Source: an optimization exercise on an open RTL-to-GDS flow (aim: small area, a short achievable clock period and few clock cycles per item). Production flows keep margins and buffers that such runs may drop. The RTL was checked by simulation tests, not by an equivalence proof against the original design.

## quartz
// sm3_core
module sm3_core (
    input  wire         clk,
    input  wire         rst,         
    input  wire         in_valid,
    output wire         in_ready,
    input  wire         in_init,     
    input  wire [511:0] in_block,    
    output reg          out_valid,
    output wire [255:0] out_digest   
);
clock: 10.0 ns
lec_check: 0
abc_area: 1
cap_margin: 35
core_margin: 2
core_utilization: 50
cts_buf_list: sky130_fd_sc_hd__clkbuf_16
cts_cluster_diameter: 80
cts_cluster_size: 20
setup_slack_margin: 5
slew_margin: 35
tns_end_percent: 0
standard.sh (not shown) runs the stock make flow with config.mk's settings and CLKGATE_MAP_FILE= SYNTH_SCRIPT=/design/flow/synth_recipe.tcl, a recipe that flattens the netlist after the stock synthesis.
==> flow/flow/run.sh <==
#!/bin/bash
# The standard layout (the standard.sh: ORFS synthesis to final layout,
# unchanged), except that the port buffers buffer_ports inserts during
# placement are the platform's smallest buffer, buf_1, instead of its default
# choice. Every input and output port still gets its own buffer; the resizer
# may size them up later like any other cell.
set -euo pipefail
export BUFFER_PORTS_ARGS="-buffer_cell sky130_fd_sc_hd__buf_1"
bash standard.sh > standard.log 2>&1
quartz finished end to end and its layout was clean on timing, DRC and antenna.
Testbench counts of quartz, summed over its fixed seeds: cycles 24,640, items 384.
Relative to quartz, the following input files were edited for harbor:
diff --git a/flow/config.mk b/flow/config.mk
--- a/flow/config.mk
+++ b/flow/config.mk
@@ -9,5 +9,5 @@
 export CAP_MARGIN = 35
 export CORE_MARGIN = 2
-export CORE_UTILIZATION = 50
+export CORE_UTILIZATION = 58
 export CTS_BUF_LIST = sky130_fd_sc_hd__clkbuf_16
 export CTS_CLUSTER_DIAMETER = 80
[summary]
Highest attainable clock frequency: harbor vs quartz down about 2.4%. Number of antenna violations at the first check in global routing was lower in harbor than in quartz. Of harbor and quartz, harbor shows the higher utilization, with quartz below it. Against quartz, harbor reports a total area of multi-input combinational cells that is lower. Looking at buffering stage count on the worst path with inverters included, harbor sits 1 higher than quartz does. Comparing quartz against harbor, there is no change at all in residual antenna-violating net count after detailed routing. Every stage of the flow completed for harbor, and the final layout passed the timing, DRC and antenna checks. Wire length on met3 of harbor exceeds that of quartz by more than 10%.
[inputs] yarrow vs harbor
diff --git a/flow/config.mk b/flow/config.mk
--- a/flow/config.mk
+++ b/flow/config.mk
@@ -10,7 +10,5 @@
 export CORE_MARGIN = 2
 export CORE_UTILIZATION = 58
-export CTS_BUF_LIST = sky130_fd_sc_hd__clkbuf_16
-export CTS_CLUSTER_DIAMETER = 80
-export CTS_CLUSTER_SIZE = 20
+export CTS_BUF_LIST = sky130_fd_sc_hd__clkbuf_4 sky130_fd_sc_hd__clkbuf_8
 export SETUP_SLACK_MARGIN = 5
 export SLEW_MARGIN = 35
Findings:
- Compared with harbor, in yarrow routed length on met3 went up about 2.7%, arrival time at the worst endpoint rose by 140 ps, post-CTS resize count moved down, layout overhead on the synthesized area grew by 3.3 points.
- Area of the multi-input gates: harbor vs yarrow — no meaningful difference
- Die span in x: harbor vs yarrow identical
- Compared with harbor, yarrow shows non-clock buffer count that has gone down slightly.
[inputs] violet vs yarrow
diff --git a/flow/config.mk b/flow/config.mk
--- a/flow/config.mk
+++ b/flow/config.mk
@@ -9,5 +9,5 @@
 export CAP_MARGIN = 35
 export CORE_MARGIN = 2
-export CORE_UTILIZATION = 58
+export CORE_UTILIZATION = 50
 export CTS_BUF_LIST = sky130_fd_sc_hd__clkbuf_4 sky130_fd_sc_hd__clkbuf_8
 export SETUP_SLACK_MARGIN = 5
[summary]
Each of the runs, namely yarrow and violet, reached the end of the flow and came out clean. On clock period minus final worst setup slack, violet does better than yarrow. First-pass GRT wire length in violet vs yarrow: up 2.6%. Going from yarrow to violet, detailed placement HPWL now sits higher; overall routing resource usage decreased by 6.0 points relative to the old numbers; register fraction of the total cell area now sits at about the same level. Taking yarrow over violet, the standard cell core area ratio works out to 0.859. Startpoint of the worst setup timing path: a[21] -> yarrow, e[27] -> violet. Transition time at the pin with the least slew margin: violet < yarrow.
Input changes introduced in fjord (baseline for comparison: violet):
diff --git a/flow/config.mk b/flow/config.mk
--- a/flow/config.mk
+++ b/flow/config.mk
@@ -10,5 +10,7 @@
 export CORE_MARGIN = 2
 export CORE_UTILIZATION = 50
-export CTS_BUF_LIST = sky130_fd_sc_hd__clkbuf_4 sky130_fd_sc_hd__clkbuf_8
+export CTS_BUF_LIST = sky130_fd_sc_hd__clkbuf_16
+export CTS_CLUSTER_DIAMETER = 100
+export CTS_CLUSTER_SIZE = 26
 export SETUP_SLACK_MARGIN = 5
 export SLEW_MARGIN = 35
==> notes.md <==
fjord vs. violet: via count of the routed design went down by 1161.
Diff violet -> fjord: number of antenna diodes fell by 1, worst hold slack across all endpoints rose by 5.9 ps, number of nets in the finished design fell by about 1.5%, utilization fell by 2.0 points.
Between violet and fjord, the wire length per cell after detailed routing is lower for violet.
Count of plain and timing-repair buffers in the layout was higher in violet than in fjord.

==> port drivers added, routing unchanged <==
In the flow no input, the clock included, has a driving cell. The finished layouts below were timed again as built, in two steps.
Step 1 sets driving cells, clkbuf_16 on the clock port and buf_2 on the other inputs (assumed; they add their load-dependent delay and slew).
Step 2, shift: input delay + t, output delay - t, t = (earliest + latest rising clock arrival at the registers) / 2. This alone moves slack from input paths to output paths.
a / b / c = ideal / step 1 / step 2; a / b = the first two.
| run | shift t [ns] | setup WS [ns] | hold slack, ns | cell pins on the clock port's net |
|---|---|---|---|---|
| quartz | 0.761 | 4.781 / 4.781 / 4.233 | 0.400 / 0.400 / 0.400 | 1 |
| harbor | 0.768 | 4.654 / 4.654 / 4.184 | 0.380 / 0.380 / 0.380 | 1 |
| yarrow | 0.988 | 4.687 / 4.687 / 4.015 | 0.381 / 0.381 / 0.381 | 1 |
| violet | 0.967 | 4.804 / 4.804 / 3.953 | 0.395 / 0.395 / 0.395 | 1 |
| fjord | 0.794 | 4.793 / 4.793 / 4.240 | 0.401 / 0.401 / 0.401 | 1 |
After both steps setup and hold are still met in every run listed. For violet, which loses most, drivers alone change the setup slack by 0.000 ns; drivers and shift together by -0.851 ns.
